This design comes from an exercise in tuning for small area and few clock cycles on the open sky130 flow, not from production work.
Function was checked by simulation only, so behaviour that the tests miss may differ from the original.
Power and IR drop assume default switching activity.

==> flow/design.v (excerpt) <==
module djtag_core (
    input  wire         clk,
    input  wire         rst,
    input  wire         rx_valid,
    input  wire [6:0]   rx_len,
    input  wire [511:0] rx_data,
    output wire         rx_take,
    output wire         tx_valid,
    output wire [6:0]   tx_len,
    output wire [511:0] tx_data,
    input  wire         tx_ready,
    output reg          tck_o,
    output reg          tdi_o,
    output reg          tms_o,
    input  wire         tdo_i,
    output reg          trst_oe,
    output reg          srst_oe
);
Size in the first run: roughly 1600 cells after synthesis, roughly 600 flip-flops, roughly 25000 sq um of cells after synthesis.
export LEC_CHECK = 0
export CAP_MARGIN = 20
export CORE_MARGIN = 2
export CORE_UTILIZATION = 25
export CTS_CLUSTER_DIAMETER = 100
export CTS_CLUSTER_SIZE = 25
export GPL_TIMING_DRIVEN = 0
export SLEW_MARGIN = 20
export SYNTH_HIERARCHICAL = 1
create_clock -name core_clock -period 10.0 [get_ports {clk}]
standard.sh (not shown) runs the stock make flow with config.mk's settings and CLKGATE_MAP_FILE= SYNTH_SCRIPT=/design/flow/synth_recipe.tcl, a recipe that flattens the netlist after the stock synthesis.
==> flow/flow/run.sh <==
#!/bin/bash
# The standard layout, with the smallest buffer (buf_1) on every port
# instead of the one buffer_ports picks by default, the buffers that
# synthesis inserted removed at floorplan (repair_design re-buffers the nets
# that need it once the cells are placed), and rx_data and tx_data each kept
# to one corner of the die.
set -uo pipefail
bash standard.sh "BUFFER_PORTS_ARGS=-buffer_cell sky130_fd_sc_hd__buf_1" \
    REMOVE_ABC_BUFFERS=1 \
    "PRE_IO_PLACEMENT_TCL=$PWD/flow/pins.tcl" finish > standard.log 2>&1
==> flow/flow/pins.tcl <==
# rx_data on the left and bottom edges, tx_data on the right and top edges:
# the packet read port gathers at the bottom left, the response buffer at
# the top right.  The other ports go where the placer puts them.
foreach {bus edge0 edge1} {rx_data left bottom tx_data right top} {
  set lo {}
  set hi {}
  for {set i 0} {$i < 256} {incr i} {
    lappend lo "${bus}\[$i\]"
    lappend hi "${bus}\[[expr {$i + 256}]\]"
  }
  set_io_pin_constraint -pin_names $lo -region ${edge0}:*
  set_io_pin_constraint -pin_names $hi -region ${edge1}:*
}
The first run aborted during I/O pin placement (3_2_place_iop) (PPL-0111).
Testbench counts at the start, summed over its fixed seeds: cycles 2,784,847.
Then changed:
CORE_UTILIZATION = 20   (was 25)
=>
- With this change the flow went through all stages and came out clean
- area after synthesis does not change
- synthesized cell count is unchanged

---

## red
Another version of the RTL of djtag_core (not shown whole).
Size: about 1600 cells after synthesis, ~1100 I/O pins, about 25000 µm² of cells after synthesis.
export LEC_CHECK = 0
export CAP_MARGIN = 20
export CORE_MARGIN = 2
export CORE_UTILIZATION = 20
export CTS_CLUSTER_DIAMETER = 100
export CTS_CLUSTER_SIZE = 20
export GPL_TIMING_DRIVEN = 0
export SLEW_MARGIN = 20
export SYNTH_HIERARCHICAL = 1
create_clock -name core_clock -period 10.0 [get_ports {clk}]
==> flow/flow/run.sh <==
#!/bin/bash
# The standard layout, with the smallest buffer (buf_1) on every port
# instead of the one buffer_ports picks by default, and the buffers that
# synthesis inserted removed at floorplan (repair_design re-buffers the nets
# that need it once the cells are placed).
set -uo pipefail
bash standard.sh "BUFFER_PORTS_ARGS=-buffer_cell sky130_fd_sc_hd__buf_1" \
    REMOVE_ABC_BUFFERS=1 finish > standard.log 2>&1
red finished every stage and its layout cleared the timing, DRC and antenna checks.
Testbench counts of red, summed over its fixed seeds: cycles 2,784,847.
The following lists how blue was set up differently from red:
==> flow/flow/run.sh <==
#!/bin/bash
# The standard layout, with the smallest buffer (buf_1) on every port
# instead of the one buffer_ports picks by default.
set -uo pipefail
bash standard.sh "BUFFER_PORTS_ARGS=-buffer_cell sky130_fd_sc_hd__buf_1" finish > standard.log 2>&1
Notes after the runs:
Having completed the whole flow, blue delivered a layout that passed the timing, DRC and antenna checks.
blue: worst-case setup margin in the final layout 130 ps below red
Summary of blue over red: post-place setup slack lost 220 ps, number of top-level design ports about even, fmax shrank by about 1.4%.
Compared with red, in blue number of nets at the end of the flow rose by 2.3%; share of the clock period used by the worst path after layout +1.3 points; critical path arrival moved up.
### blue -> green
Settings: an added DIE_AREA of 0 0 240 240; a deleted CTS_CLUSTER_DIAMETER that had been 100; a deleted CORE_UTILIZATION that had been 20; an added PLACE_DENSITY of 0.7; a deleted CTS_CLUSTER_SIZE that had been 20; an added CORE_AREA of 6 6 234 234; a deleted CORE_MARGIN that had been 2.
==> flow/flow/run.sh <==
#!/bin/bash
# The standard layout, with the smallest buffer (buf_1) on every port
# instead of the one buffer_ports picks by default, and pins one routing
# track apart so that the 1050 ports fit around a die sized for the cells.
set -uo pipefail
bash standard.sh "BUFFER_PORTS_ARGS=-buffer_cell sky130_fd_sc_hd__buf_1" \
    "PLACE_PINS_ARGS=-min_distance 1 -min_distance_in_tracks" finish > standard.log 2>&1
--- outcome ---
First-pass GRT wire length down 4.6% in green wrt blue. Comparing blue and green, the lower final critical path time including I/O delays and setup was measured on green. Compared with blue, in green via count went up 7.6%; fraction of the cycle the final worst path needs fell by 1.3 points; logic gate share of total power lower; fraction of power consumed by the clock network +7.5 points. green: overall routed net length lower than blue. Total number of placement rows (green vs. blue) decreases by more than a quarter.

re-timing with driven ports:
How much do the figures lean on ideal ports? The routed layouts below were timed once more, with nothing changed but the port constraints. Step 1: set_driving_cell puts a clkbuf_16 on clk and a buf_2 on each other input, an assumption about the parent block. Step 2, shift: input delay + t, output delay - t, t = (earliest + latest rising clock arrival at the registers) / 2. This alone moves slack from input paths to output paths. Slacks: ideal / step 1 / step 2; pairs: ideal / step 1.
| run | shift t [ns] | slack for setup (ns) | worst hold slack (ns) | worst register clock-pin slew, ns | cell pins on the clock port's net |
|---|---|---|---|---|---|
| the second run of note 1 | 0.706 | 1.989 / 1.989 / 1.692 | 0.474 / 0.474 / 0.474 | 0.11 / 0.11 | 1 |
| red | 0.637 | 0.907 / 0.907 / 0.907 | 0.488 / 0.488 / 0.488 | 0.09 / 0.09 | 1 |
| blue | 0.631 | 0.779 / 0.779 / 0.779 | 0.487 / 0.487 / 0.487 | 0.09 / 0.09 | 1 |
| green | 0.633 | 0.906 / 0.906 / 0.906 | 0.487 / 0.487 / 0.487 | 0.07 / 0.07 | 1 |
After both steps every run listed still meets setup and hold. The setup slack of the second run of note 1, which loses most, moves by 0.000 ns with the drivers and by -0.297 ns with both steps.
